Context: an optimization exercise on an open-source flow, tuned for a short achievable clock period and few clock cycles. The choices shown serve that exercise and are no tape-out recipe. Only simulation tests tie the RTL to the original design; equivalence was not proved. Power and IR drop assume default switching activity.

==> flow/design.v (excerpt) <==
module rld_block (
    input  wire        clk,
    input  wire        rst,
    input  wire        host_we,
    input  wire [4:0]  host_addr,
    input  wire [16:0] host_wdata,
    output reg  [16:0] host_rdata,
    output wire        busy,
    output wire        mem_req,
    output wire        mem_we,
    output wire [15:0] mem_addr,
    output wire [7:0]  mem_wdata,
    input  wire        mem_gnt,
    input  wire [7:0]  mem_rdata,
    output wire [7:0]  xlat_idx,
    input  wire [7:0]  xlat_data
);
    localparam [7:0] C_NOP = 8'h00, C_INIT = 8'h01, C_NEXT = 8'h02,
                     C_SKIP8 = 8'h03, C_SKIP16 = 8'h04, C_FILL = 8'h05,
                     C_FILLS = 8'h06, C_PROJECT = 8'h07, C_CLRERR = 8'h0F;
    localparam [2:0] E_EOS = 3'd1, E_OVF = 3'd2, E_NOINIT = 3'd5,
                     E_PARAM = 3'd6, E_BADCMD = 3'd7;
    reg [16:0] src_r, send_r, dst_r, dcap_r, tmsrc_r, clsrc_r, cdst_r;
    reg [15:0] count_r;
    reg [7:0]  width_r, height_r, vpw_r, vph_r, dstride_r, drow_r;
    reg [1:0]  ctrl_r;
    reg [7:0]  data_r;
    reg [7:0]  dict0_r, dict1_r, dict2_r, dict3_r;
    reg [5:0]  rem_r;
    reg        mode_r;
    reg [7:0]  latch_r;
    reg        inited_r;
    reg        err_r;
    reg [2:0]  errcode_r;
    reg [16:0] erraddr_r;
    reg        busy_r;
    reg        st_dec;       
  ...
For scale: about 6200 cells after synthesis, ~94 I/O pins.
make LEC_CHECK=0 ABC_CLOCK_PERIOD_IN_PS=4000 CAP_MARGIN=20 CORE_MARGIN=2 CORE_UTILIZATION=65 PLACE_DENSITY=0.75 SETUP_SLACK_MARGIN=5 SLEW_MARGIN=20 SYNTH_HIERARCHICAL=1 SYNTH_MINIMUM_KEEP_SIZE=0 finish   # period 11.0 ns
run.sh (not shown) runs the stock make flow with config.mk's settings and CLKGATE_MAP_FILE= SYNTH_SCRIPT=/design/flow/synth_recipe.tcl, a recipe that flattens the netlist after the stock synthesis.
Testbench counts at the start, summed over its fixed seeds: cycles 120,284.
Then changed:
--- a/flow/design.v
+++ b/flow/design.v
@@ -160,30 +160,37 @@
     wire       push_v = (st_dec & k_fill & out_v) | (p_infl & ~p_infl_x) | x_v;
     wire [7:0] push_b = x_v ? xlat_data : p_infl ? mem_rdata : out_b;
     wire       of_pop = wr_acc;
     wire [7:0] cmd_in = host_wdata[7:0];
     wire       cmd_we = host_we & ~busy_r & (host_addr == 5'h00);
     wire       reg_we = host_we & ~busy_r & (host_addr != 5'h00);
-    wire [3:0]  rd_lo;
+    wire [3:0]  lo0, lo1, lo2, lo3, lo4, lo6, lo7;
     wire [7:0]  rd_hi;
     wire [16:0] g0, g1, g2, g3, g4, g6, g7, rdata_w;
-    rld_rdec  u_rdec (.a(host_addr), .lo(rd_lo), .hi(rd_hi));
-    rld_rsel4 u_g0 (.s(rd_lo), .y(g0), .d0(17'd0),
+    rld_rdhi u_rdhi (.a(host_addr[4:2]), .hi(rd_hi));
+    rld_rdlo u_lo0 (.a(host_addr[1:0]), .lo(lo0));
+    rld_rdlo u_lo1 (.a(host_addr[1:0]), .lo(lo1));
+    rld_rdlo u_lo2 (.a(host_addr[1:0]), .lo(lo2));
+    rld_rdlo u_lo3 (.a(host_addr[1:0]), .lo(lo3));
+    rld_rdlo u_lo4 (.a(host_addr[1:0]), .lo(lo4));
+    rld_rdlo u_lo6 (.a(host_addr[1:0]), .lo(lo6));
+    rld_rdlo u_lo7 (.a(host_addr[1:0]), .lo(lo7));
+    rld_rsel4 u_g0 (.s(lo0), .y(g0), .d0(17'd0),
                     .d1({13'd0, mode_r, inited_r, err_r, busy_r}),
                     .d2({14'd0, errcode_r}), .d3(erraddr_r));
-    rld_rsel4 u_g1 (.s(rd_lo), .y(g1), .d0({15'd0, ctrl_r}),
+    rld_rsel4 u_g1 (.s(lo1), .y(g1), .d0({15'd0, ctrl_r}),
                     .d1({9'd0, data_r}), .d2(src_r), .d3(send_r));
-    rld_rsel4 u_g2 (.s(rd_lo), .y(g2), .d0(dst_r), .d1(dcap_r),
+    rld_rsel4 u_g2 (.s(lo2), .y(g2), .d0(dst_r), .d1(dcap_r),
                     .d2({1'b0, count_r}), .d3({9'd0, width_r}));
-    rld_rsel4 u_g3 (.s(rd_lo), .y(g3), .d0({9'd0, height_r}),
+    rld_rsel4 u_g3 (.s(lo3), .y(g3), .d0({9'd0, height_r}),
                     .d1(tmsrc_r), .d2(clsrc_r), .d3(cdst_r));
-    rld_rsel4 u_g4 (.s(rd_lo), .y(g4), .d0({9'd0, vpw_r}),
+    rld_rsel4 u_g4 (.s(lo4), .y(g4), .d0({9'd0, vpw_r}),
                     .d1({9'd0, vph_r}), .d2({9'd0, dstride_r}), .d3({9'd0, drow_r}));
-    rld_rsel4 u_g6 (.s(rd_lo), .y(g6), .d0({9'd0, dict0_r}),
+    rld_rsel4 u_g6 (.s(lo6), .y(g6), .d0({9'd0, dict0_r}),
                     .d1({9'd0, dict1_r}), .d2({9'd0, dict2_r}), .d3({9'd0, dict3_r}));
-    rld_rsel4 u_g7 (.s(rd_lo), .y(g7), .d0({11'd0, rem_r}),
+    rld_rsel4 u_g7 (.s(lo7), .y(g7), .d0({11'd0, rem_r}),
                     .d1({9'd0, latch_r}), .d2(17'd0), .d3(17'd0));
     rld_rsel8 u_rd (.s(rd_hi), .y(rdata_w), .d0(g0), .d1(g1), .d2(g2), .d3(g3),
                     .d4(g4), .d6(g6), .d7(g7));
     always @(*) host_rdata = rdata_w;
     always @(posedge clk) begin
         whp_r  <= width_r * height_r;
@@ -601,29 +608,33 @@
                     end
                 end
             end
         end
     end
 endmodule
-module rld_rdec (
-    input  wire [4:0] a,
-    output wire [3:0] lo,
+module rld_rdlo (
+    input  wire [1:0] a,
+    output wire [3:0] lo
+);
+    assign lo[0] = (a == 2'd0);
+    assign lo[1] = (a == 2'd1);
+    assign lo[2] = (a == 2'd2);
+    assign lo[3] = (a == 2'd3);
+endmodule
+module rld_rdhi (
+    input  wire [2:0] a,
     output wire [7:0] hi
 );
-    assign lo[0] = (a[1:0] == 2'd0);
-    assign lo[1] = (a[1:0] == 2'd1);
-    assign lo[2] = (a[1:0] == 2'd2);
-    assign lo[3] = (a[1:0] == 2'd3);
-    assign hi[0] = (a[4:2] == 3'd0);
-    assign hi[1] = (a[4:2] == 3'd1);
-    assign hi[2] = (a[4:2] == 3'd2);
-    assign hi[3] = (a[4:2] == 3'd3);
-    assign hi[4] = (a[4:2] == 3'd4);
-    assign hi[5] = (a[4:2] == 3'd5);
-    assign hi[6] = (a[4:2] == 3'd6);
-    assign hi[7] = (a[4:2] == 3'd7);
+    assign hi[0] = (a == 3'd0);
+    assign hi[1] = (a == 3'd1);
+    assign hi[2] = (a == 3'd2);
+    assign hi[3] = (a == 3'd3);
+    assign hi[4] = (a == 3'd4);
+    assign hi[5] = (a == 3'd5);
+    assign hi[6] = (a == 3'd6);
+    assign hi[7] = (a == 3'd7);
 endmodule
 module rld_rsel4 (
     input  wire [3:0]  s,
     input  wire [16:0] d0,
     input  wire [16:0] d1,
     input  wire [16:0] d2,
- area after synthesis rose slightly
- final area hardly moves
- total power fell by a few percent
- via count hardly moves
- wire length fell slightly
- clock power fell by a few percent
Testbench counts after the change, summed over its fixed seeds: cycles 120,284.

==> what the ideal ports hide <==
In the flow no input, the clock included, has a driving cell. The finished layouts below were timed again as built, in two steps.
Step 1, drivers: a clkbuf_16 drives clk and a buf_2 each remaining input, both assumed.
Step 2 moves the port delays by t, midway between the first and last clock arrival at a register: inputs arrive t later, outputs are due t later. That takes back most of the time a late clock gives input paths.
a / b / c = no drivers / after step 1 / after step 2; a / b = the first two.
run	t (ns)	setup slack, ns	cell pins on the clock port's net
the first run	0.717	4.825 / 4.777 / 4.409	1
the second run	0.715	4.876 / 4.825 / 4.605	1
After both steps every run listed still meets setup and hold. The setup slack of the first run, which loses most, moves by -0.048 ns with the drivers and by -0.416 ns with both steps.
